Source: an optimization exercise on an open RTL-to-GDS flow (aim: small area, a short achievable clock period and few clock cycles per item). Production flows keep margins and buffers that such runs may drop. Function was checked by simulation only, so behaviour that the tests miss may differ from the original. Power is estimated from default activity; no workload was simulated.

==> flow/design.v, too long to show whole: its modules and the start of the top module <==
// module wg_divu: 45 lines
// module wg_sine_quarter: 2511 lines
// module wavegen: 341 lines
module wavegen (
  input  wire        clk,
  input  wire        rst,
  input  wire        cmd_valid,
  output wire        cmd_ready,
  input  wire [7:0]  cmd_op,
  input  wire [63:0] cmd_arg,
  output reg         resp_valid,
  output reg  [7:0]  resp_status,
  output reg  [63:0] resp_data,
  output reg         smp_valid,
  output reg  [7:0]  smp_data,
  output reg  [2:0]  smp_lanes
);
  // ...
==> flow/run.sh <==
#!/bin/bash
# synth_recipe.tcl (not shown) runs the flow's synth.tcl, then flattens the netlist and writes it again
# the make line also repeats each setting of config.mk as NAME=value (left out here)
make -C /OpenROAD-flow-scripts/flow DESIGN_CONFIG=/design/flow/config.mk WORK_HOME=/design/flow/orfs CLKGATE_MAP_FILE= SYNTH_SCRIPT=/design/flow/synth_recipe.tcl finish
==> flow/config.mk <==
export PLATFORM = sky130hd
export DESIGN_NAME = wavegen
export DESIGN_NICKNAME = wavegen
export VERILOG_FILES = /design/flow/design.v
export SDC_FILE = /design/flow/constraint.sdc
export NUM_CORES = 4
export LEC_CHECK = 0
export CAP_MARGIN = 20
export CORE_MARGIN = 2
export CORE_UTILIZATION = 40
export SLEW_MARGIN = 20
export SYNTH_MEMORY_MAX_BITS = 65536
==> flow/constraint.sdc <==
create_clock -name core_clock -period 12.0 [get_ports {clk}]
set_input_delay 2.4000 -clock core_clock [delete_from_list [all_inputs] [get_ports {clk}]]
set_output_delay 2.4000 -clock core_clock [all_outputs]
set_load 0.01 [all_outputs]
==> impl_metrics.tcl, run 1 <==
set metrics [dict create \
    outcome "no timing/DRC/antenna violations" \
    wl_met3_mm 25.0 \
    layout.area.seq_mm2 0.0237 \
    fp.coreArea_mm2 0.197 \
    groute.layer.met2.usage_pct 39.3 \
    holdCritPathClass "reg -> reg" \
    dp.cells 11558 \
    synth_edf_count 552 \
    post_dp_cell_area_mm2 0.0837 \
    power.combinational.fraction_pct 47.8 \
    critical_path_end "u_div.q[52]$_DFFE_PP_" \
    synth-main-ff-cell "sky130_fd_sc_hd__edfxtp_1" \
    final_layout_size_suffix_gt1_share_pct 5.20 \
    critical_path_cell_count 35 \
    multi_input_area_share_pct 57.7 \
    postSynthAreaPerCell_um2 8.76 \
    final_cell_mix "sky130_fd_sc_hd__nand2_1 (1,176), sky130_fd_sc_hd__inv_1 (1,000), sky130_fd_sc_hd__a21oi_1 (736)" \
    cp_num_buf_inv 3 \
    power_leakage_nw 37.6 \
    skew_final_ns 0.0415 \
    post_cts.repair.setup_buffers 0 \
    total_power_w 0.0145 \
    max_cap_violations 0 \
    category_of_the_worst_setup_path_launch_point "flip-flop" \
    worstPathRequired_ns 12.49 \
    nFlopsAndLatches 910 \
    grt_antenna_before_repair 8 \
    comb-power_w 0.00694 \
    top_layer_used "met4" \
    drt_pre_antenna_iters 6 \
    nNonClkBuffers 291 \
    drc_errors 0 \
    final_setup_violation_count 0 \
    layout.filler_cells 19200 \
    die_outline_area_mm2 0.202 \
    synthCells 9042 \
    final_cells 11756 \
    area_growth_pct 10.1 \
    final_critical_path_setup_slack_ns 0.924 \
    clock_tree.htree_level_count 3 \
    row_count 163 \
    power_density_mw_per_mm2 166 \
    post-route-min-period_ns 11.08 \
]
Testbench counts, summed over its fixed seeds: cycles 4,221,074, samples 141,802.
==> module wg_divu, before the edit <==
module wg_divu (
  input  wire        clk,
  input  wire        rst,
  input  wire        start,
  input  wire [63:0] dividend,
  input  wire [47:0] divisor,
  output reg         done,
  output wire [63:0] quotient,
  output wire [47:0] remainder
);
  reg [63:0] q;
  reg [47:0] rem;
  reg [47:0] dvs;
  reg [6:0]  cnt;
  reg        busy;
  wire [48:0] shifted = {rem, q[63]};
  wire [48:0] diff    = shifted - {1'b0, dvs};
  wire        fits    = ~diff[48];
  assign quotient  = q;
  assign remainder = rem;
  always @(posedge clk) begin
    if (rst) begin
      busy <= 1'b0;
      done <= 1'b0;
      cnt  <= 7'd0;
    end else begin
      done <= 1'b0;
      if (start) begin
        q    <= dividend;
        rem  <= 48'd0;
        dvs  <= divisor;
        cnt  <= 7'd64;
        busy <= 1'b1;
      end else if (busy) begin
        rem <= fits ? diff[47:0] : shifted[47:0];
        q   <= {q[62:0], fits};
        cnt <= cnt - 7'd1;
        if (cnt == 7'd1) begin
          busy <= 1'b0;
          done <= 1'b1;
        end
      end
    end
  end
endmodule
==> module wavegen, before the edit <==
module wavegen (
  input  wire        clk,
  input  wire        rst,
  input  wire        cmd_valid,
  output wire        cmd_ready,
  input  wire [7:0]  cmd_op,
  input  wire [63:0] cmd_arg,
  output reg         resp_valid,
  output reg  [7:0]  resp_status,
  output reg  [63:0] resp_data,
  output reg         smp_valid,
  output reg  [7:0]  smp_data,
  output reg  [2:0]  smp_lanes
);
  localparam [31:0] SAMPLE_RATE  = 32'd150000000;
  localparam [47:0] D            = 48'd9830400000000;    
  localparam [47:0] HALF_D       = 48'd4915200000000;    
  localparam [47:0] RESET_FREQ   = 48'd65536000000;      
  localparam [47:0] RESET_PERIOD = 48'd150;              
  localparam [30:0] CHUNK_MIN    = 31'd1024;
  localparam [30:0] SCRATCH_CAP  = 31'd4096;
  localparam [7:0] OP_SET_FREQ  = 8'h01;
  localparam [7:0] OP_SET_WAVE  = 8'h02;
  localparam [7:0] OP_SET_CHAN  = 8'h03;
  localparam [7:0] OP_SET_PACK  = 8'h04;
  localparam [7:0] OP_SHUTDOWN  = 8'h05;
  localparam [7:0] OP_RD_REG    = 8'h06;
  localparam [7:0] OP_SUPPLY    = 8'h10;
  localparam [7:0] OP_DEVERR    = 8'h11;
  localparam [7:0] OP_SET_INDEX = 8'h12;
  localparam [7:0] ST_OK       = 8'd0;
  localparam [7:0] ST_RANGE    = 8'd1;
  localparam [7:0] ST_ILLEGAL  = 8'd3;
  localparam [7:0] ST_STOPPED  = 8'd4;
  localparam [7:0] ST_BADLEN   = 8'd5;
  localparam [1:0] W_SAW = 2'd0;
  localparam [1:0] W_SIN = 2'd1;
  localparam [1:0] W_SQR = 2'd2;
  localparam [1:0] W_TRI = 2'd3;
  localparam [3:0] S_IDLE    = 4'd0;
  localparam [3:0] S_PDIV_GO = 4'd1;
  localparam [3:0] S_PDIV    = 4'd2;
  localparam [3:0] S_RDIV_GO = 4'd3;
  localparam [3:0] S_RDIV    = 4'd4;
  localparam [3:0] S_MUL     = 4'd5;
  localparam [3:0] S_SMP_GO  = 4'd6;
  localparam [3:0] S_SMP_DIV = 4'd7;
  localparam [3:0] S_SMP_OUT = 4'd8;
  reg [47:0] freq;         
  reg [47:0] period;       
  reg [1:0]  wave;
  reg [1:0]  chan;
  reg        pack;
  reg [63:0] sidx;         
  reg        run;
  reg [1:0]  stop_cause;
  reg        act_bank;
  reg [47:0] r;
  reg [47:0] n_ph;
  reg [3:0]  state;
  reg        is_freq;      
  reg        is_supply;    
  reg        wrapped;      
  reg [47:0] pend_freq;
  reg [47:0] pend_period;
  reg [63:0] pend_idx;
  reg [47:0] pend_r;
  reg [30:0] remaining;    
  reg [47:0] mul_a;        
  reg [47:0] mul_b;        
  reg [47:0] mul_acc;
  reg [5:0]  mul_cnt;
  assign cmd_ready = (state == S_IDLE);
  reg         div_start;
  reg  [63:0] div_a;
  reg  [47:0] div_b;
  wire        div_done;
  wire [63:0] div_q;
  wire [47:0] div_r;
  wg_divu u_div (
    .clk(clk), .rst(rst), .start(div_start),
    .dividend(div_a), .divisor(div_b),
    .done(div_done), .quotient(div_q), .remainder(div_r)
  );
  wire [48:0] two_n    = {n_ph, 1'b0};
  wire        upper    = (two_n >= {1'b0, D});            
  wire [48:0] tri_dist = upper ? (two_n - {1'b0, D}) : ({1'b0, D} - two_n);
  wire [63:0] saw_num  = {16'd0, n_ph} * 64'd255;
  wire [63:0] sin_num  = {16'd0, n_ph} * 64'd10000;
  wire [63:0] tri_num  = {15'd0, tri_dist} * 64'd255;
  always @* begin
    div_start = 1'b0;
    div_a     = 64'd0;
    div_b     = 48'd1;
    case (state)
      S_PDIV_GO: begin
        div_start = 1'b1;
        div_a     = {16'd0, D};
        div_b     = pend_freq;
      end
      S_RDIV_GO: begin
        div_start = 1'b1;
        div_a     = pend_idx;
        div_b     = pend_period;
      end
      S_SMP_GO: begin
        div_start = (wave != W_SQR);
        div_b     = D;
        case (wave)
          W_SAW:   div_a = saw_num;
          W_SIN:   div_a = sin_num;
          default: div_a = tri_num;
        endcase
      end
      default: ;
    endcase
  end
  wire [13:0] sin_idx  = div_q[13:0];
  wire        sin_neg  = (sin_idx >= 14'd5000);
  wire [13:0] sin_half = sin_neg ? (sin_idx - 14'd5000) : sin_idx;
  wire [13:0] sin_q    = (sin_half <= 14'd2500) ? sin_half : (14'd5000 - sin_half);
  wire [6:0]  sin_v;
  wg_sine_quarter u_sine (.q(sin_q[11:0]), .v(sin_v));
  wire [7:0]  sin_amp  = sin_neg ? (8'd128 - {1'b0, sin_v}) : (8'd128 + {1'b0, sin_v});
  reg  [7:0] amp;
  always @* begin
    case (wave)
      W_SAW:   amp = div_q[7:0];
      W_SIN:   amp = sin_amp;
      W_SQR:   amp = upper ? 8'd255 : 8'd0;
      W_TRI:   amp = div_q[7:0];
    endcase
  end
  wire [7:0] enc   = pack ? {amp[7:5], amp[7:5], amp[7:6]} : amp;
  wire [2:0] lanes = pack ? 3'b111 : (3'b001 << chan);
  wire [55:0] fs_arg   = cmd_arg[55:0];
  wire        fs_bad   = fs_arg[55] || (fs_arg[54:0] == 55'd0) ||
                         (fs_arg[54:0] > {7'd0, HALF_D});
  wire [30:0] sup_n    = cmd_arg[30:0];
  wire        reg_ok   = (cmd_arg[7:0] <= 8'h08) && (cmd_arg[7:0] != 8'h05);
  reg  [63:0] reg_val;
  always @* begin
    case (cmd_arg[3:0])
      4'h0:    reg_val = {16'd0, freq};
      4'h1:    reg_val = {62'd0, wave};
      4'h2:    reg_val = {62'd0, chan};
      4'h3:    reg_val = {63'd0, pack};
      4'h4:    reg_val = {16'd0, period};
      4'h6:    reg_val = sidx;
      4'h7:    reg_val = {57'd0, stop_cause, 2'b00, act_bank, 1'b0, run};
      4'h8:    reg_val = {32'd0, SAMPLE_RATE};
      default: reg_val = 64'd0;
    endcase
  end
  task respond(input [7:0] st, input [63:0] data);
    begin
      resp_valid  <= 1'b1;
      resp_status <= st;
      resp_data   <= data;
    end
  endtask
  always @(posedge clk) begin
    if (rst) begin
      state       <= S_IDLE;
      freq        <= RESET_FREQ;
      period      <= RESET_PERIOD;
      wave        <= W_SAW;
      chan        <= 2'd0;
      pack        <= 1'b0;
      sidx        <= 64'd0;
      run         <= 1'b1;
      stop_cause  <= 2'd0;
      act_bank    <= 1'b0;
      r           <= 48'd0;
      n_ph        <= 48'd0;
      resp_valid  <= 1'b0;
      resp_status <= 8'd0;
      resp_data   <= 64'd0;
      smp_valid   <= 1'b0;
      smp_data    <= 8'd0;
      smp_lanes   <= 3'd0;
    end else begin
      resp_valid <= 1'b0;
      smp_valid  <= 1'b0;
      case (state)
        S_IDLE: if (cmd_valid) begin
          case (cmd_op)
            OP_SET_FREQ: begin
              if (cmd_arg[63:56] != 8'd0)  respond(ST_ILLEGAL, 64'd0);
              else if (!run)               respond(ST_STOPPED, 64'd0);
              else if (fs_bad)             respond(ST_RANGE, 64'd0);
              else begin
                is_freq   <= 1'b1;
                is_supply <= 1'b0;
                pend_freq <= fs_arg[47:0];
                pend_idx  <= sidx;
                state     <= S_PDIV_GO;
              end
            end
            OP_SET_WAVE: begin
              if (cmd_arg[63:2] != 62'd0)  respond(ST_ILLEGAL, 64'd0);
              else if (!run)               respond(ST_STOPPED, 64'd0);
              else begin
                wave     <= cmd_arg[1:0];
                act_bank <= ~act_bank;
                respond(ST_OK, 64'd0);
              end
            end
            OP_SET_CHAN: begin
              if (cmd_arg[63:2] != 62'd0 || cmd_arg[1:0] == 2'd3)
                                           respond(ST_ILLEGAL, 64'd0);
              else if (!run)               respond(ST_STOPPED, 64'd0);
              else begin
                chan     <= cmd_arg[1:0];
                act_bank <= ~act_bank;
                respond(ST_OK, 64'd0);
              end
            end
            OP_SET_PACK: begin
              if (cmd_arg[63:1] != 63'd0)  respond(ST_ILLEGAL, 64'd0);
              else if (!run)               respond(ST_STOPPED, 64'd0);
              else begin
                pack     <= cmd_arg[0];
                act_bank <= ~act_bank;
                respond(ST_OK, 64'd0);
              end
            end
            OP_SHUTDOWN: begin
              if (cmd_arg != 64'd0)        respond(ST_ILLEGAL, 64'd0);
              else begin
                if (run) begin
                  run        <= 1'b0;
                  stop_cause <= 2'd2;
                end
                respond(ST_OK, 64'd0);
              end
            end
            OP_RD_REG: begin
              if (cmd_arg[63:8] != 56'd0 || !reg_ok)
                                           respond(ST_ILLEGAL, 64'd0);
              else                         respond(ST_OK, reg_val);
            end
            OP_SUPPLY: begin
              if (cmd_arg[63:31] != 33'd0) respond(ST_ILLEGAL, 64'd0);
              else if (!run)               respond(ST_STOPPED, 64'd0);
              else if (sup_n < CHUNK_MIN || sup_n > SCRATCH_CAP)
                                           respond(ST_BADLEN, 64'd0);
              else begin
                remaining <= sup_n;
                wrapped   <= 1'b0;
                state     <= S_SMP_GO;
              end
            end
            OP_DEVERR: begin
              if (run) begin
                run        <= 1'b0;
                stop_cause <= 2'd1;
              end
              respond(ST_STOPPED, 64'd0);
            end
            OP_SET_INDEX: begin
              if (!run)                    respond(ST_STOPPED, 64'd0);
              else begin
                is_freq     <= 1'b0;
                is_supply   <= 1'b0;
                pend_freq   <= freq;
                pend_period <= period;
                pend_idx    <= cmd_arg;
                state       <= S_RDIV_GO;
              end
            end
            default:                       respond(ST_ILLEGAL, 64'd0);
          endcase
        end
        S_PDIV_GO: state <= S_PDIV;
        S_PDIV: if (div_done) begin
          pend_period <= div_q[47:0];
          state       <= S_RDIV_GO;
        end
        S_RDIV_GO: state <= S_RDIV;
        S_RDIV: if (div_done) begin
          pend_r  <= div_r;
          mul_a   <= div_r;
          mul_b   <= pend_freq;
          mul_acc <= 48'd0;
          mul_cnt <= 6'd48;
          state   <= S_MUL;
        end
        S_MUL: begin
          if (mul_a[0]) mul_acc <= mul_acc + mul_b;
          mul_a   <= mul_a >> 1;
          mul_b   <= mul_b << 1;
          mul_cnt <= mul_cnt - 6'd1;
          if (mul_cnt == 6'd0) begin
            freq   <= pend_freq;
            period <= pend_period;
            sidx   <= pend_idx;
            r      <= pend_r;
            n_ph   <= mul_acc;
            if (is_freq) act_bank <= ~act_bank;
            respond(ST_OK, is_supply ? {61'd0, lanes} : 64'd0);
            state  <= S_IDLE;
          end
        end
        S_SMP_GO:  state <= (wave == W_SQR) ? S_SMP_OUT : S_SMP_DIV;
        S_SMP_DIV: if (div_done) state <= S_SMP_OUT;
        S_SMP_OUT: begin
          smp_valid <= 1'b1;
          smp_data  <= enc;
          smp_lanes <= lanes;
          sidx      <= sidx + 64'd1;
          if (sidx == 64'hFFFF_FFFF_FFFF_FFFF) wrapped <= 1'b1;
          if (r + 48'd1 == period) begin
            r    <= 48'd0;
            n_ph <= 48'd0;
          end else begin
            r    <= r + 48'd1;
            n_ph <= n_ph + freq;
          end
          remaining <= remaining - 31'd1;
          if (remaining == 31'd1) begin
            if (wrapped || sidx == 64'hFFFF_FFFF_FFFF_FFFF) begin
              is_freq     <= 1'b0;
              is_supply   <= 1'b1;
              pend_freq   <= freq;
              pend_period <= period;
              pend_idx    <= sidx + 64'd1;
              state       <= S_RDIV_GO;
            end else begin
              respond(ST_OK, {61'd0, lanes});
              state <= S_IDLE;
            end
          end else begin
            state <= S_SMP_GO;
          end
        end
        default: state <= S_IDLE;
      endcase
    end
  end
endmodule
==> inputs of run 2 (changes only) <==
--- a/flow/design.v
+++ b/flow/design.v
@@ -1,47 +1,19 @@
 module wg_divu (
-  input  wire        clk,
-  input  wire        rst,
-  input  wire        start,
-  input  wire [63:0] dividend,
-  input  wire [47:0] divisor,
-  output reg         done,
-  output wire [63:0] quotient,
-  output wire [47:0] remainder
+  input  wire [44:0] opa,
+  input  wire [43:0] opb,
+  input  wire        div,
+  output wire [45:0] s,
+  output wire [45:0] t,
+  output wire        keep
 );
-  reg [63:0] q;
-  reg [47:0] rem;
-  reg [47:0] dvs;
-  reg [6:0]  cnt;
-  reg        busy;
-  wire [48:0] shifted = {rem, q[63]};
-  wire [48:0] diff    = shifted - {1'b0, dvs};
-  wire        fits    = ~diff[48];
-  assign quotient  = q;
-  assign remainder = rem;
-  always @(posedge clk) begin
-    if (rst) begin
-      busy <= 1'b0;
-      done <= 1'b0;
-      cnt  <= 7'd0;
-    end else begin
-      done <= 1'b0;
-      if (start) begin
-        q    <= dividend;
-        rem  <= 48'd0;
-        dvs  <= divisor;
-        cnt  <= 7'd64;
-        busy <= 1'b1;
-      end else if (busy) begin
-        rem <= fits ? diff[47:0] : shifted[47:0];
-        q   <= {q[62:0], fits};
-        cnt <= cnt - 7'd1;
-        if (cnt == 7'd1) begin
-          busy <= 1'b0;
-          done <= 1'b1;
-        end
-      end
-    end
-  end
+  localparam [45:0] ND = 46'h3FFF_FFFF_FFFF - 46'd9830400000000 + 46'd1;   
+  wire [45:0] a  = {1'b0, opa};
+  wire [45:0] b  = div ? ~{2'b00, opb} : {2'b00, opb};
+  assign s = a + b + {45'd0, div};
+  wire [45:0] cs_s = a ^ b ^ ND;
+  wire [45:0] cs_c = (a & b) | (a & ND) | (b & ND);
+  assign t = cs_s + {cs_c[44:0], 1'b0};
+  assign keep = div ? ~s[45] : ~t[45];
 endmodule
 module wg_sine_quarter (
   input  wire [11:0] q,
@@ -2562,19 +2534,17 @@
   input  wire [7:0]  cmd_op,
   input  wire [63:0] cmd_arg,
   output reg         resp_valid,
-  output reg  [7:0]  resp_status,
-  output reg  [63:0] resp_data,
+  output wire [7:0]  resp_status,
+  output wire [63:0] resp_data,
   output reg         smp_valid,
   output reg  [7:0]  smp_data,
   output reg  [2:0]  smp_lanes
 );
   localparam [31:0] SAMPLE_RATE  = 32'd150000000;
-  localparam [47:0] D            = 48'd9830400000000;    
-  localparam [47:0] HALF_D       = 48'd4915200000000;    
-  localparam [47:0] RESET_FREQ   = 48'd65536000000;      
-  localparam [47:0] RESET_PERIOD = 48'd150;              
-  localparam [30:0] CHUNK_MIN    = 31'd1024;
-  localparam [30:0] SCRATCH_CAP  = 31'd4096;
+  localparam [43:0] D            = 44'd9830400000000;    
+  localparam [54:0] HALF_D       = 55'd4915200000000;    
+  localparam [42:0] RESET_FREQ   = 43'd65536000000;      
+  localparam [43:0] RESET_PERIOD = 44'd150;
   localparam [7:0] OP_SET_FREQ  = 8'h01;
   localparam [7:0] OP_SET_WAVE  = 8'h02;
   localparam [7:0] OP_SET_CHAN  = 8'h03;
@@ -2584,313 +2554,366 @@
   localparam [7:0] OP_SUPPLY    = 8'h10;
   localparam [7:0] OP_DEVERR    = 8'h11;
   localparam [7:0] OP_SET_INDEX = 8'h12;
-  localparam [7:0] ST_OK       = 8'd0;
-  localparam [7:0] ST_RANGE    = 8'd1;
-  localparam [7:0] ST_ILLEGAL  = 8'd3;
-  localparam [7:0] ST_STOPPED  = 8'd4;
-  localparam [7:0] ST_BADLEN   = 8'd5;
-  localparam [1:0] W_SAW = 2'd0;
-  localparam [1:0] W_SIN = 2'd1;
-  localparam [1:0] W_SQR = 2'd2;
-  localparam [1:0] W_TRI = 2'd3;
-  localparam [3:0] S_IDLE    = 4'd0;
-  localparam [3:0] S_PDIV_GO = 4'd1;
-  localparam [3:0] S_PDIV    = 4'd2;
-  localparam [3:0] S_RDIV_GO = 4'd3;
-  localparam [3:0] S_RDIV    = 4'd4;
-  localparam [3:0] S_MUL     = 4'd5;
-  localparam [3:0] S_SMP_GO  = 4'd6;
-  localparam [3:0] S_SMP_DIV = 4'd7;
-  localparam [3:0] S_SMP_OUT = 4'd8;
-  reg [47:0] freq;         
-  reg [47:0] period;       
+  localparam [2:0] ST_OK      = 3'd0;
+  localparam [2:0] ST_RANGE   = 3'd1;
+  localparam [2:0] ST_ILLEGAL = 3'd3;
+  localparam [2:0] ST_STOPPED = 3'd4;
+  localparam [2:0] ST_BADLEN  = 3'd5;
+  localparam [3:0] S_IDLE   = 4'd0;    
+  localparam [3:0] S_DEC    = 4'd1;    
+  localparam [3:0] S_PDIV   = 4'd2;    
+  localparam [3:0] S_PDONE  = 4'd3;
+  localparam [3:0] S_RDIV   = 4'd4;    
+  localparam [3:0] S_MLOAD  = 4'd5;
+  localparam [3:0] S_DISP   = 4'd6;    
+  localparam [3:0] S_HORN   = 4'd7;    
+  localparam [3:0] S_HDONE  = 4'd8;
+  localparam [3:0] S_STREAM = 4'd9;
+  reg [42:0] freq;
+  reg [43:0] period;
   reg [1:0]  wave;
   reg [1:0]  chan;
   reg        pack;
-  reg [63:0] sidx;         
+  reg [63:0] sidx;
   reg        run;
   reg [1:0]  stop_cause;
   reg        act_bank;
-  reg [47:0] r;
-  reg [47:0] n_ph;
+  reg [43:0] m;            
+  reg [13:0] q;            
+  reg [43:0] R;            
+  reg [12:0] A;            
+  reg [43:0] B;            
+  reg        need_r, need_ab, need_q, wrap_pend;
   reg [3:0]  state;
-  reg        is_freq;      
-  reg        is_supply;    
-  reg        wrapped;      
-  reg [47:0] pend_freq;
-  reg [47:0] pend_period;
-  reg [63:0] pend_idx;
-  reg [47:0] pend_r;
-  reg [30:0] remaining;    
-  reg [47:0] mul_a;        
-  reg [47:0] mul_b;        
-  reg [47:0] mul_acc;
-  reg [5:0]  mul_cnt;
-  assign cmd_ready = (state == S_IDLE);
-  reg         div_start;
-  reg  [63:0] div_a;
-  reg  [47:0] div_b;
-  wire        div_done;
-  wire [63:0] div_q;
-  wire [47:0] div_r;
-  wg_divu u_div (
-    .clk(clk), .rst(rst), .start(div_start),
-    .dividend(div_a), .divisor(div_b),
-    .done(div_done), .quotient(div_q), .remainder(div_r)
-  );
-  wire [48:0] two_n    = {n_ph, 1'b0};
-  wire        upper    = (two_n >= {1'b0, D});            
-  wire [48:0] tri_dist = upper ? (two_n - {1'b0, D}) : ({1'b0, D} - two_n);
-  wire [63:0] saw_num  = {16'd0, n_ph} * 64'd255;
-  wire [63:0] sin_num  = {16'd0, n_ph} * 64'd10000;
-  wire [63:0] tri_num  = {15'd0, tri_dist} * 64'd255;
-  always @* begin
-    div_start = 1'b0;
-    div_a     = 64'd0;
-    div_b     = 48'd1;
-    case (state)
-      S_PDIV_GO: begin
-        div_start = 1'b1;
-        div_a     = {16'd0, D};
-        div_b     = pend_freq;
-      end
-      S_RDIV_GO: begin
-        div_start = 1'b1;
-        div_a     = pend_idx;
-        div_b     = pend_period;
-      end
-      S_SMP_GO: begin
-        div_start = (wave != W_SQR);
-        div_b     = D;
-        case (wave)
-          W_SAW:   div_a = saw_num;
-          W_SIN:   div_a = sin_num;
-          default: div_a = tri_num;
-        endcase
-      end
-      default: ;
-    endcase
-  end
-  wire [13:0] sin_idx  = div_q[13:0];
-  wire        sin_neg  = (sin_idx >= 14'd5000);
-  wire [13:0] sin_half = sin_neg ? (sin_idx - 14'd5000) : sin_idx;
-  wire [13:0] sin_q    = (sin_half <= 14'd2500) ? sin_half : (14'd5000 - sin_half);
-  wire [6:0]  sin_v;
-  wg_sine_quarter u_sine (.q(sin_q[11:0]), .v(sin_v));
-  wire [7:0]  sin_amp  = sin_neg ? (8'd128 - {1'b0, sin_v}) : (8'd128 + {1'b0, sin_v});
-  reg  [7:0] amp;
-  always @* begin
-    case (wave)
-      W_SAW:   amp = div_q[7:0];
-      W_SIN:   amp = sin_amp;
-      W_SQR:   amp = upper ? 8'd255 : 8'd0;
-      W_TRI:   amp = div_q[7:0];
-    endcase
-  end
-  wire [7:0] enc   = pack ? {amp[7:5], amp[7:5], amp[7:6]} : amp;
+  reg        rdy;
+  reg [7:0]  op;
+  reg [63:0] X;            
+  reg [2:0]  st;
+  reg [6:0]  cnt;
+  reg        az, ph, hq;
+  reg [12:0] nleft;
+  assign cmd_ready   = rdy;
+  assign resp_status = {5'd0, st};
+  assign resp_data   = X;
   wire [2:0] lanes = pack ? 3'b111 : (3'b001 << chan);
-  wire [55:0] fs_arg   = cmd_arg[55:0];
-  wire        fs_bad   = fs_arg[55] || (fs_arg[54:0] == 55'd0) ||
-                         (fs_arg[54:0] > {7'd0, HALF_D});
-  wire [30:0] sup_n    = cmd_arg[30:0];
-  wire        reg_ok   = (cmd_arg[7:0] <= 8'h08) && (cmd_arg[7:0] != 8'h05);
+  wire s_div  = (state == S_PDIV) || (state == S_RDIV);
+  wire s_horn = (state == S_HORN);
+  wire s_strm = (state == S_STREAM);
+  wire h_add  = s_horn && (az || ph);           
+  wire h_dbl  = s_horn && !(az || ph);          
+  wire use_ab = s_strm || (s_horn && hq);       
+  wire [44:0] opa = (s_div || h_dbl) ? {R, s_div & X[63]} : {1'b0, R};
+  wire [43:0] opb = s_div ? ((state == S_PDIV) ? {1'b0, freq} : period) :
+                    h_dbl ? 44'd0 :
+                    use_ab ? B : {1'b0, freq};
+  wire [45:0] as_s, as_t;
+  wire        keep;
+  wg_divu u_step (.opa(opa), .opb(opb), .div(s_div), .s(as_s), .t(as_t), .keep(keep));
+  wire [43:0] r_div = keep ? as_s[43:0] : opa[43:0];
+  wire [43:0] r_mod = keep ? as_t[43:0] : as_s[43:0];
+  wire [13:0] qa  = h_dbl ? {q[12:0], 1'b0} : q;
+  wire [13:0] qb  = (use_ab && !h_dbl) ? {1'b0, A} : 14'd0;
+  wire [13:0] qs0 = qa + qb;
+  wire [13:0] qs1 = qa + qb + 14'd1;
+  wire [13:0] q_mod = keep ? qs1 : qs0;
+  wire [43:0] m_inc = m + 44'd1;
+  wire        wrap  = (m_inc == period);
+  wire        hi8_nz  = |X[63:56];
+  wire        fs_bad  = X[55] || (X[54:0] == 55'd0) || (X[54:0] > HALF_D);
+  wire [30:0] sup_n   = X[30:0];
+  wire        reg_ok  = (X[7:0] <= 8'h08) && (X[7:0] != 8'h05);
+  wire [12:0] sup_len = X[12:0];
   reg  [63:0] reg_val;
   always @* begin
-    case (cmd_arg[3:0])
-      4'h0:    reg_val = {16'd0, freq};
+    case (X[3:0])
+      4'h0:    reg_val = {21'd0, freq};
       4'h1:    reg_val = {62'd0, wave};
       4'h2:    reg_val = {62'd0, chan};
       4'h3:    reg_val = {63'd0, pack};
-      4'h4:    reg_val = {16'd0, period};
+      4'h4:    reg_val = {20'd0, period};
       4'h6:    reg_val = sidx;
       4'h7:    reg_val = {57'd0, stop_cause, 2'b00, act_bank, 1'b0, run};
       4'h8:    reg_val = {32'd0, SAMPLE_RATE};
       default: reg_val = 64'd0;
     endcase
   end
-  task respond(input [7:0] st, input [63:0] data);
-    begin
-      resp_valid  <= 1'b1;
-      resp_status <= st;
-      resp_data   <= data;
+  wire [64:0] sidx_sum = {1'b0, sidx} + {52'd0, sup_len};
+  wire [13:0] k_const  = (wave == 2'd1) ? 14'd10000 : 14'd510;
+  reg        p1v, p1s, p1n;
+  reg [11:0] p1x;
+  reg        p2v, p2s, p2n;
+  reg [7:0]  p2x;
+  wire        q_neg  = (q >= 14'd5000);
+  wire [13:0] q_half = q_neg ? (q - 14'd5000) : q;
+  wire [13:0] q_fold = (q_half <= 14'd2500) ? q_half : (14'd5000 - q_half);
+  wire        r_nz   = |R;
+  wire        q_up   = (q >= 14'd255);
+  reg  [7:0]  amp1;
+  always @* begin
+    case (wave)
+      2'd0:    amp1 = q[8:1];
+      2'd2:    amp1 = q_up ? 8'd255 : 8'd0;
+      default: amp1 = q_up ? (q[7:0] - 8'd255) : (8'd255 - q[7:0] - {7'd0, r_nz});
+    endcase
+  end
+  wire [6:0] sin_v;
+  wg_sine_quarter u_sine (.q(p1x), .v(sin_v));
+  wire [7:0] amp3 = p2s ? (p2n ? (8'd128 - p2x) : (8'd128 + p2x)) : p2x;
+  always @(posedge clk) begin
+    if (rst) begin
+      p1v       <= 1'b0;
+      p2v       <= 1'b0;
+      smp_valid <= 1'b0;
+    end else begin
+      p1v       <= s_strm;
+      p2v       <= p1v;
+      smp_valid <= p2v;
     end
-  endtask
+    p1s <= (wave == 2'd1);
+    p1n <= q_neg;
+    p1x <= (wave == 2'd1) ? q_fold[11:0] : {4'd0, amp1};
+    p2s <= p1s;
+    p2n <= p1n;
+    p2x <= p1s ? {1'b0, sin_v} : p1x[7:0];
+    smp_data  <= pack ? {amp3[7:5], amp3[7:5], amp3[7:6]} : amp3;
+    smp_lanes <= lanes;
+  end
   always @(posedge clk) begin
     if (rst) begin
-      state       <= S_IDLE;
-      freq        <= RESET_FREQ;
-      period      <= RESET_PERIOD;
-      wave        <= W_SAW;
-      chan        <= 2'd0;
-      pack        <= 1'b0;
-      sidx        <= 64'd0;
-      run         <= 1'b1;
-      stop_cause  <= 2'd0;
-      act_bank    <= 1'b0;
-      r           <= 48'd0;
-      n_ph        <= 48'd0;
-      resp_valid  <= 1'b0;
-      resp_status <= 8'd0;
-      resp_data   <= 64'd0;
-      smp_valid   <= 1'b0;
-      smp_data    <= 8'd0;
-      smp_lanes   <= 3'd0;
+      state      <= S_IDLE;
+      rdy        <= 1'b1;
+      resp_valid <= 1'b0;
+      freq       <= RESET_FREQ;
+      period     <= RESET_PERIOD;
+      wave       <= 2'd0;
+      chan       <= 2'd0;
+      pack       <= 1'b0;
+      sidx       <= 64'd0;
+      run        <= 1'b1;
+      stop_cause <= 2'd0;
+      act_bank   <= 1'b0;
+      need_r     <= 1'b1;
+      need_ab    <= 1'b1;
+      need_q     <= 1'b1;
+      wrap_pend  <= 1'b0;
     end else begin
       resp_valid <= 1'b0;
-      smp_valid  <= 1'b0;
       case (state)
-        S_IDLE: if (cmd_valid) begin
-          case (cmd_op)
+        S_IDLE: begin
+          X  <= cmd_arg;
+          op <= cmd_op;
+          if (cmd_valid) begin
+            rdy   <= 1'b0;
+            state <= S_DEC;
+          end
+        end
+        S_DEC: begin
+          resp_valid <= 1'b1;
+          rdy        <= 1'b1;
+          state      <= S_IDLE;
+          X          <= 64'd0;
+          st         <= ST_OK;
+          case (op)
             OP_SET_FREQ: begin
-              if (cmd_arg[63:56] != 8'd0)  respond(ST_ILLEGAL, 64'd0);
-              else if (!run)               respond(ST_STOPPED, 64'd0);
-              else if (fs_bad)             respond(ST_RANGE, 64'd0);
+              if (hi8_nz)      st <= ST_ILLEGAL;
+              else if (!run)   st <= ST_STOPPED;
+              else if (fs_bad) st <= ST_RANGE;
               else begin
-                is_freq   <= 1'b1;
-                is_supply <= 1'b0;
-                pend_freq <= fs_arg[47:0];
-                pend_idx  <= sidx;
-                state     <= S_PDIV_GO;
+                resp_valid <= 1'b0;
+                rdy        <= 1'b0;
+                freq       <= X[42:0];
+                act_bank   <= ~act_bank;
+                need_r     <= 1'b1;
+                need_ab    <= 1'b1;
+                need_q     <= 1'b1;
+                X          <= {D, 20'd0};
+                R          <= 44'd0;
+                cnt        <= 7'd44;
+                state      <= S_PDIV;
               end
             end
             OP_SET_WAVE: begin
-              if (cmd_arg[63:2] != 62'd0)  respond(ST_ILLEGAL, 64'd0);
-              else if (!run)               respond(ST_STOPPED, 64'd0);
+              if (|X[63:2])    st <= ST_ILLEGAL;
+              else if (!run)   st <= ST_STOPPED;
               else begin
-                wave     <= cmd_arg[1:0];
+                wave     <= X[1:0];
                 act_bank <= ~act_bank;
-                respond(ST_OK, 64'd0);
+                if ((X[1:0] == 2'd1) != (wave == 2'd1)) begin
+                  need_ab <= 1'b1;
+                  need_q  <= 1'b1;
+                end
               end
             end
             OP_SET_CHAN: begin
-              if (cmd_arg[63:2] != 62'd0 || cmd_arg[1:0] == 2'd3)
-                                           respond(ST_ILLEGAL, 64'd0);
-              else if (!run)               respond(ST_STOPPED, 64'd0);
+              if ((|X[63:2]) || X[1:0] == 2'd3) st <= ST_ILLEGAL;
+              else if (!run)   st <= ST_STOPPED;
               else begin
-                chan     <= cmd_arg[1:0];
+                chan     <= X[1:0];
                 act_bank <= ~act_bank;
-                respond(ST_OK, 64'd0);
               end
             end
             OP_SET_PACK: begin
-              if (cmd_arg[63:1] != 63'd0)  respond(ST_ILLEGAL, 64'd0);
-              else if (!run)               respond(ST_STOPPED, 64'd0);
+              if (|X[63:1])    st <= ST_ILLEGAL;
+              else if (!run)   st <= ST_STOPPED;
               else begin
-                pack     <= cmd_arg[0];
+                pack     <= X[0];
                 act_bank <= ~act_bank;
-                respond(ST_OK, 64'd0);
               end
             end
             OP_SHUTDOWN: begin
-              if (cmd_arg != 64'd0)        respond(ST_ILLEGAL, 64'd0);
-              else begin
-                if (run) begin
-                  run        <= 1'b0;
-                  stop_cause <= 2'd2;
-                end
-                respond(ST_OK, 64'd0);
+              if (|X)          st <= ST_ILLEGAL;
+              else if (run) begin
+                run        <= 1'b0;
+                stop_cause <= 2'd2;
               end
             end
             OP_RD_REG: begin
-              if (cmd_arg[63:8] != 56'd0 || !reg_ok)
-                                           respond(ST_ILLEGAL, 64'd0);
-              else                         respond(ST_OK, reg_val);
+              if ((|X[63:8]) || !reg_ok) st <= ST_ILLEGAL;
+              else                       X  <= reg_val;
             end
             OP_SUPPLY: begin
-              if (cmd_arg[63:31] != 33'd0) respond(ST_ILLEGAL, 64'd0);
-              else if (!run)               respond(ST_STOPPED, 64'd0);
-              else if (sup_n < CHUNK_MIN || sup_n > SCRATCH_CAP)
-                                           respond(ST_BADLEN, 64'd0);
+              if (|X[63:31])   st <= ST_ILLEGAL;
+              else if (!run)   st <= ST_STOPPED;
+              else if (sup_n < 31'd1024 || sup_n > 31'd4096) st <= ST_BADLEN;
               else begin
-                remaining <= sup_n;
-                wrapped   <= 1'b0;
-                state     <= S_SMP_GO;
+                resp_valid <= 1'b0;
+                rdy        <= 1'b0;
+                nleft      <= sup_len;
+                {wrap_pend, sidx} <= sidx_sum;
+                X          <= sidx;
+                cnt        <= 7'd64;
+                if (need_r) begin
+                  R        <= 44'd0;
+                  state    <= S_RDIV;
+                end else begin
+                  state    <= S_DISP;
+                end
               end
             end
             OP_DEVERR: begin
+              st <= ST_STOPPED;
               if (run) begin
                 run        <= 1'b0;
                 stop_cause <= 2'd1;
               end
-              respond(ST_STOPPED, 64'd0);
             end
             OP_SET_INDEX: begin
-              if (!run)                    respond(ST_STOPPED, 64'd0);
+              if (!run)        st <= ST_STOPPED;
               else begin
-                is_freq     <= 1'b0;
-                is_supply   <= 1'b0;
-                pend_freq   <= freq;
-                pend_period <= period;
-                pend_idx    <= cmd_arg;
-                state       <= S_RDIV_GO;
+                sidx   <= X;
+                need_r <= 1'b1;
+                need_q <= 1'b1;
               end
             end
-            default:                       respond(ST_ILLEGAL, 64'd0);
+            default:           st <= ST_ILLEGAL;
           endcase
         end
-        S_PDIV_GO: state <= S_PDIV;
-        S_PDIV: if (div_done) begin
-          pend_period <= div_q[47:0];
-          state       <= S_RDIV_GO;
+        S_PDIV: begin
+          R   <= r_div;
+          X   <= {X[62:0], keep};
+          cnt <= cnt - 7'd1;
+          if (cnt == 7'd1) state <= S_PDONE;
         end
-        S_RDIV_GO: state <= S_RDIV;
-        S_RDIV: if (div_done) begin
-          pend_r  <= div_r;
-          mul_a   <= div_r;
-          mul_b   <= pend_freq;
-          mul_acc <= 48'd0;
-          mul_cnt <= 6'd48;
-          state   <= S_MUL;
+        S_PDONE: begin
+          period     <= X[43:0];
+          X          <= 64'd0;
+          st         <= ST_OK;
+          resp_valid <= 1'b1;
+          rdy        <= 1'b1;
+          state      <= S_IDLE;
         end
-        S_MUL: begin
-          if (mul_a[0]) mul_acc <= mul_acc + mul_b;
-          mul_a   <= mul_a >> 1;
-          mul_b   <= mul_b << 1;
-          mul_cnt <= mul_cnt - 6'd1;
-          if (mul_cnt == 6'd0) begin
-            freq   <= pend_freq;
-            period <= pend_period;
-            sidx   <= pend_idx;
-            r      <= pend_r;
-            n_ph   <= mul_acc;
-            if (is_freq) act_bank <= ~act_bank;
-            respond(ST_OK, is_supply ? {61'd0, lanes} : 64'd0);
-            state  <= S_IDLE;
-          end
+        S_RDIV: begin
+          R   <= r_div;
+          X   <= {X[62:0], keep};
+          cnt <= cnt - 7'd1;
+          if (cnt == 7'd1) state <= S_MLOAD;
+        end
+        S_MLOAD: begin
+          m      <= R;
+          need_r <= 1'b0;
+          state  <= S_DISP;
         end
-        S_SMP_GO:  state <= (wave == W_SQR) ? S_SMP_OUT : S_SMP_DIV;
-        S_SMP_DIV: if (div_done) state <= S_SMP_OUT;
-        S_SMP_OUT: begin
-          smp_valid <= 1'b1;
-          smp_data  <= enc;
-          smp_lanes <= lanes;
-          sidx      <= sidx + 64'd1;
-          if (sidx == 64'hFFFF_FFFF_FFFF_FFFF) wrapped <= 1'b1;
-          if (r + 48'd1 == period) begin
-            r    <= 48'd0;
-            n_ph <= 48'd0;
+        S_DISP: begin
+          q  <= 14'd0;
+          R  <= 44'd0;
+          az <= 1'b1;
+          ph <= 1'b0;
+          if (need_ab) begin
+            hq    <= 1'b0;
+            X     <= {k_const, 50'd0};
+            cnt   <= 7'd14;
+            state <= S_HORN;
+          end else if (need_q) begin
+            hq    <= 1'b1;
+            X     <= {m, 20'd0};
+            cnt   <= 7'd44;
+            state <= S_HORN;
           end else begin
-            r    <= r + 48'd1;
-            n_ph <= n_ph + freq;
+            q          <= q;
+            R          <= R;
+            X          <= {61'd0, lanes};
+            st         <= ST_OK;
+            resp_valid <= 1'b1;
+            state      <= S_STREAM;
           end
-          remaining <= remaining - 31'd1;
-          if (remaining == 31'd1) begin
-            if (wrapped || sidx == 64'hFFFF_FFFF_FFFF_FFFF) begin
-              is_freq     <= 1'b0;
-              is_supply   <= 1'b1;
-              pend_freq   <= freq;
-              pend_period <= period;
-              pend_idx    <= sidx + 64'd1;
-              state       <= S_RDIV_GO;
-            end else begin
-              respond(ST_OK, {61'd0, lanes});
-              state <= S_IDLE;
+        end
+        S_HORN: begin
+          if (h_add) begin
+            if (X[63]) begin
+              q  <= q_mod;
+              R  <= r_mod;
+              az <= 1'b0;
+            end
+            ph  <= 1'b0;
+            X   <= {X[62:0], 1'b0};
+            cnt <= cnt - 7'd1;
+            if (cnt == 7'd1) state <= S_HDONE;
+          end else begin
+            q <= q_mod;
+            R <= r_mod;
+            if (X[63]) ph <= 1'b1;
+            else begin
+              X   <= {X[62:0], 1'b0};
+              cnt <= cnt - 7'd1;
+              if (cnt == 7'd1) state <= S_HDONE;
             end
+          end
+        end
+        S_HDONE: begin
+          if (!hq) begin
+            A       <= q[12:0];
+            B       <= R;
+            need_ab <= 1'b0;
           end else begin
-            state <= S_SMP_GO;
+            need_q  <= 1'b0;
           end
+          state <= S_DISP;
+        end
+        S_STREAM: begin
+          if (wrap) begin
+            m <= 44'd0;
+            q <= 14'd0;
+            R <= 44'd0;
+          end else begin
+            m <= m_inc;
+            q <= q_mod;
+            R <= r_mod;
+          end
+          nleft <= nleft - 13'd1;
+          if (nleft == 13'd1) begin
+            rdy   <= 1'b1;
+            state <= S_IDLE;
+            if (wrap_pend) begin
+              need_r    <= 1'b1;
+              need_q    <= 1'b1;
+              wrap_pend <= 1'b0;
+            end
+          end
+        end
+        default: begin
+          rdy   <= 1'b1;
+          state <= S_IDLE;
         end
-        default: state <= S_IDLE;
       endcase
     end
   end
==> impl_metrics.tcl, run 2 <==
set metrics [dict create \
    outcome "no timing/DRC/antenna violations" \
    timing.critical_path.fanout_max 72 \
    buffer_ports.inserted 155 \
    layout.filler_cells 9081 \
    fin_nets 4751 \
    async_reset_ff_share_pct 0 \
    hold_viol 0 \
    finalMaxSlewViolations 0 \
    clkLatencyLatePin_ns 0.67 \
    dp_hpwl_mm 104 \
    synth_area_mm2 0.0366 \
    worst_ir_drop_vdd_v 0.000491 \
    ys_warn_count 2 \
    seq_area_frac_synth_pct 32.4 \
    ys_types 95 \
    holdCritPathClass "reg -> reg" \
    fp.coreArea_mm2 0.0904 \
    ys_top_cells_by_area "sky130_fd_sc_hd__edfxtp_1 (21%), sky130_fd_sc_hd__dfxtp_1 (11%), sky130_fd_sc_hd__nand2_1 (5.2%)" \
    routed_via_density 6.36 \
    drt_pre_antenna_iters 9 \
    min_path_cells 0 \
    share_of_the_clock_period_used_by_the_worst_path_pct 62.4 \
    final_layout_size_suffix_gt1_share_pct 6.38 \
    routed_antenna_nets 0 \
    category_of_the_worst_setup_path_launch_point "flip-flop" \
    die_outline_area_mm2 0.0940 \
    largest_registers "X: 64 flops, sidx: 64 flops" \
    groute.usage.overall_pct 29.3 \
    max_freq_mhz 134 \
    power.combinational.fraction_pct 64.7 \
    drc_errors 0 \
    max_cap_violations 0 \
    post_cts.repair.setup_buffers 0 \
    synth_top_area_share_pct 21.1 \
    postSynthAreaPerCell_um2 8.08 \
    critical_path_cell_count 19 \
    area_growth_pct 11.3 \
    placement.setup.worst_slack_ns 4.67 \
    ff2ff_setup_slack_ns 4.52 \
    timing_worst_slew_pin_value_ns 1.23 \
    grt_antenna_before_repair 3 \
    synth_top_cell_by_area "sky130_fd_sc_hd__edfxtp_1" \
    sw_frac_of_total_pct 50.3 \
    tritoncts "built" \
    row_count 110 \
    worstPathRequired_ns 12.36 \
    synth_edf_count 257 \
    power_density_mw_per_mm2 285 \
    synthCells 4529 \
    cp_num_buf_inv 3 \
    synth-main-ff-cell "sky130_fd_sc_hd__edfxtp_1" \
    ff2ff_path_depth 19 \
    cpPeakStageDelay_ns 0.82 \
    critical_path_arrival_ns 7.84 \
    finalSetupTns_ns 0 \
    share_seq_of_total_power_pct 21.4 \
    skew_final_ns 0.0410 \
    grt_setup_unrepaired "false" \
    power_switching_w 0.00584 \
    final_setup_violation_count 0 \
    multiInputGateArea_mm2 0.0228 \
    yosysMostFrequentCell "sky130_fd_sc_hd__nand2_1" \
    finalWirelength_mm 143 \
    path_cells "and4b_1 > a22o_4 > buf_4 > mux2_2 > ha_1 > inv_1 > fa_1 > or3_1 > nand2b_1 > a211oi_1 > o211ai_1 > nand3_1 > a21oi_1 > o211a_1 > nor3_2 > buf_4 > mux2_2 > nand2_1 > o211ai_1" \
    final_critical_path_setup_slack_ns 4.52 \
    count_of_pins_on_the_block_boundary 161 \
    power_report.internal_total_w 0.00576 \
    final_cell_mix "sky130_fd_sc_hd__nand2_1 (510), sky130_fd_sc_hd__nor2_1 (463), sky130_fd_sc_hd__a21oi_1 (358)" \
    wire_per_inst_um 25.0 \
    synth_seq_cells 465 \
    worst-setup-path-type "reg -> reg" \
    synth.top_cells.by_count "sky130_fd_sc_hd__nand2_1 (512), sky130_fd_sc_hd__nor2_1 (466), sky130_fd_sc_hd__a21oi_1 (358)" \
    cts_inserted_buffers 53 \
    post-route-min-period_ns 7.48 \
    initial_utilization_pct 40.5 \
    power.share.clock_pct 13.9 \
    critPathTopFamily "compound AO/OA/AOI/OAI gates" \
    cts.clk_slew.worst_paths_ns 0.06 \
    dieWidth_um 307 \
    via_count 36379 \
    layout.cells.most_common "sky130_fd_sc_hd__nand2_1" \
    power_leakage_nw 14.6 \
    first_global_vias 33582 \
    detailedRoute.firstIterationViolations 4656 \
    cts_root_buffer "sky130_fd_sc_hd__clkbuf_16" \
    clk_path_buf_depth 3 \
    critical-path-slowest-cell "sky130_fd_sc_hd__dfxtp_1" \
    die_height_um 307 \
    global_route_overflow 0 \
    maxSlewHeadroom_pct 17.9 \
    clkSinkCount 465 \
    clock_tree.htree_level_count 2 \
    grt_pass1_wl_mm 214 \
    gpl.final_weighted_congestion 1.04 \
    postCtsHoldBufs 0 \
    postCtsResizedCells 0 \
    layout.area.seq_mm2 0.0119 \
    critical_path.endpoint_type "flip-flop" \
    grt_start_max_net_pins 91 \
]
## run 2: cell count changes after synthesis, moves of 129 or more
cell | previous run | this run
sky130_fd_sc_hd__inv_1 | 1001 | 220
sky130_fd_sc_hd__nand2_1 | 1183 | 512
sky130_fd_sc_hd__fa_1 | 523 | 33
sky130_fd_sc_hd__ha_1 | 561 | 141
sky130_fd_sc_hd__a21oi_1 | 736 | 358
sky130_fd_sc_hd__edfxtp_1 | 552 | 257
sky130_fd_sc_hd__nor2_1 | 714 | 466
sky130_fd_sc_hd__o21ai_0 | 466 | 273
sky130_fd_sc_hd__xnor2_1 | 332 | 151
sky130_fd_sc_hd__dfxtp_1 | 358 | 208
sky130_fd_sc_hd__a21o_1 | 164 | 35
## run 2: kinds of logic (layout without fill, tap and decap cells)
kind of cell | count (synthesis) | in the layout | share of synthesized area, %
simple gates | 1585 | 1585 | 20.2
compound gates | 1367 | 1367 | 24.6
buf+inv | 536 | 546 | 5.71
flops | 465 | 465 | 32.4
xor+xnor | 224 | 224 | 5.36
mux | 176 | 176 | 5.07
fa+ha+maj | 175 | 175 | 6.65
other cells | 1 | 10 | 0.0102
## run 2: routing by layer
layer  global-route usage [%]  part of all wire (%)  vias up
li1                         -                     -    16620
met1                     39.6                    42    17527
met2                     46.0                    44     1904
met3                     6.63                    10      324
met4                     10.2                   3.9        4
met5                        0                 0.017        -
## run 2: power groups by stage
stage	logic (W)	registers [W]	clock network, W
2_1_floorplan	0.00534	0.00229	0
5_1_grt	0.00817	0.00250	0.00168
4_1_cts	0.00736	0.00247	0.00163
6_report	0.00751	0.00249	0.00161
3_5_place_dp	0.00732	0.00250	0
3_3_place_gp	0.00726	0.00250	0
## run 2: stage by stage
stage / area [um2] / instances / hold WS [ns] / power, W / utilization (%)
5_1_grt: 40700 / 5719 / 0.348 / 0.0124 / 45.1
2_1_floorplan: 36600 / 4533 / 0.310 / 0.00764 / -
3_5_place_dp: 39100 / 5622 / 0.326 / 0.00982 / 43.2
3_3_place_gp: 39100 / 5621 / 0.313 / 0.00977 / 43.2
6_report: 40800 / 5724 / 0.340 / 0.0116 / 45.1
4_1_cts: 40700 / 5718 / 0.339 / 0.0115 / 45.0
## run 2: worst paths after layout
check,start,endpoint
min reg2reg,p1n$_DFF_P_,p2n$_DFF_P_
max reg2reg,state[0]$_SDFFE_PP0P_,R[3]$_DFFE_PP_
min,p1n$_DFF_P_,p2n$_DFF_P_
max,state[0]$_SDFFE_PP0P_,R[3]$_DFFE_PP_
## run 2: layout make-up
class | count | area share, %
flip-flops and latches | 465 | 29.2
multi-input cells | 3532 | 56.0
repair buffers | 225 | 5.08
well taps | 1176 | 3.61
inverters | 225 | 2.07
clock buffers | 77 | 3.68
diodes | 5 | 0.0307
clock inverters | 19 | 0.368
Testbench counts of run 2, summed over its fixed seeds: cycles 145,940, samples 141,802.

[port drivers added, routing unchanged]
The results above use ideal ports. As a check the final layouts listed here were re-extracted and re-timed, cells and wires unchanged. Step 1 (the two cells are an assumption about what drives the block):
set clk [get_ports {clk}]
set_driving_cell -lib_cell sky130_fd_sc_hd__clkbuf_16 $clk
set_driving_cell -lib_cell sky130_fd_sc_hd__buf_2 [delete_from_list [all_inputs] $clk]
Step 2 moves the port delays by t, midway between the first and last clock arrival at a register: inputs arrive t later, outputs are due t later. That takes back most of the time a late clock gives input paths. a / b / c = ideal ports / drivers / drivers and shift; a / b = the first two.
| run | shift t [ns] | setup WS [ns] | worst hold slack (ns) | latest minus earliest clock arrival (ns) | worst register clock-pin slew, ns |
|---|---|---|---|---|---|
| run 1 | 0.795 | 0.924 / 0.924 / 0.924 | 0.479 / 0.479 / 0.479 | 0.041 / 0.042 | 0.07 / 0.07 |
| run 2 | 0.715 | 4.516 / 4.516 / 4.516 | 0.340 / 0.340 / 0.340 | 0.043 / 0.042 | 0.07 / 0.07 |
After both steps setup and hold are still met in every run listed.
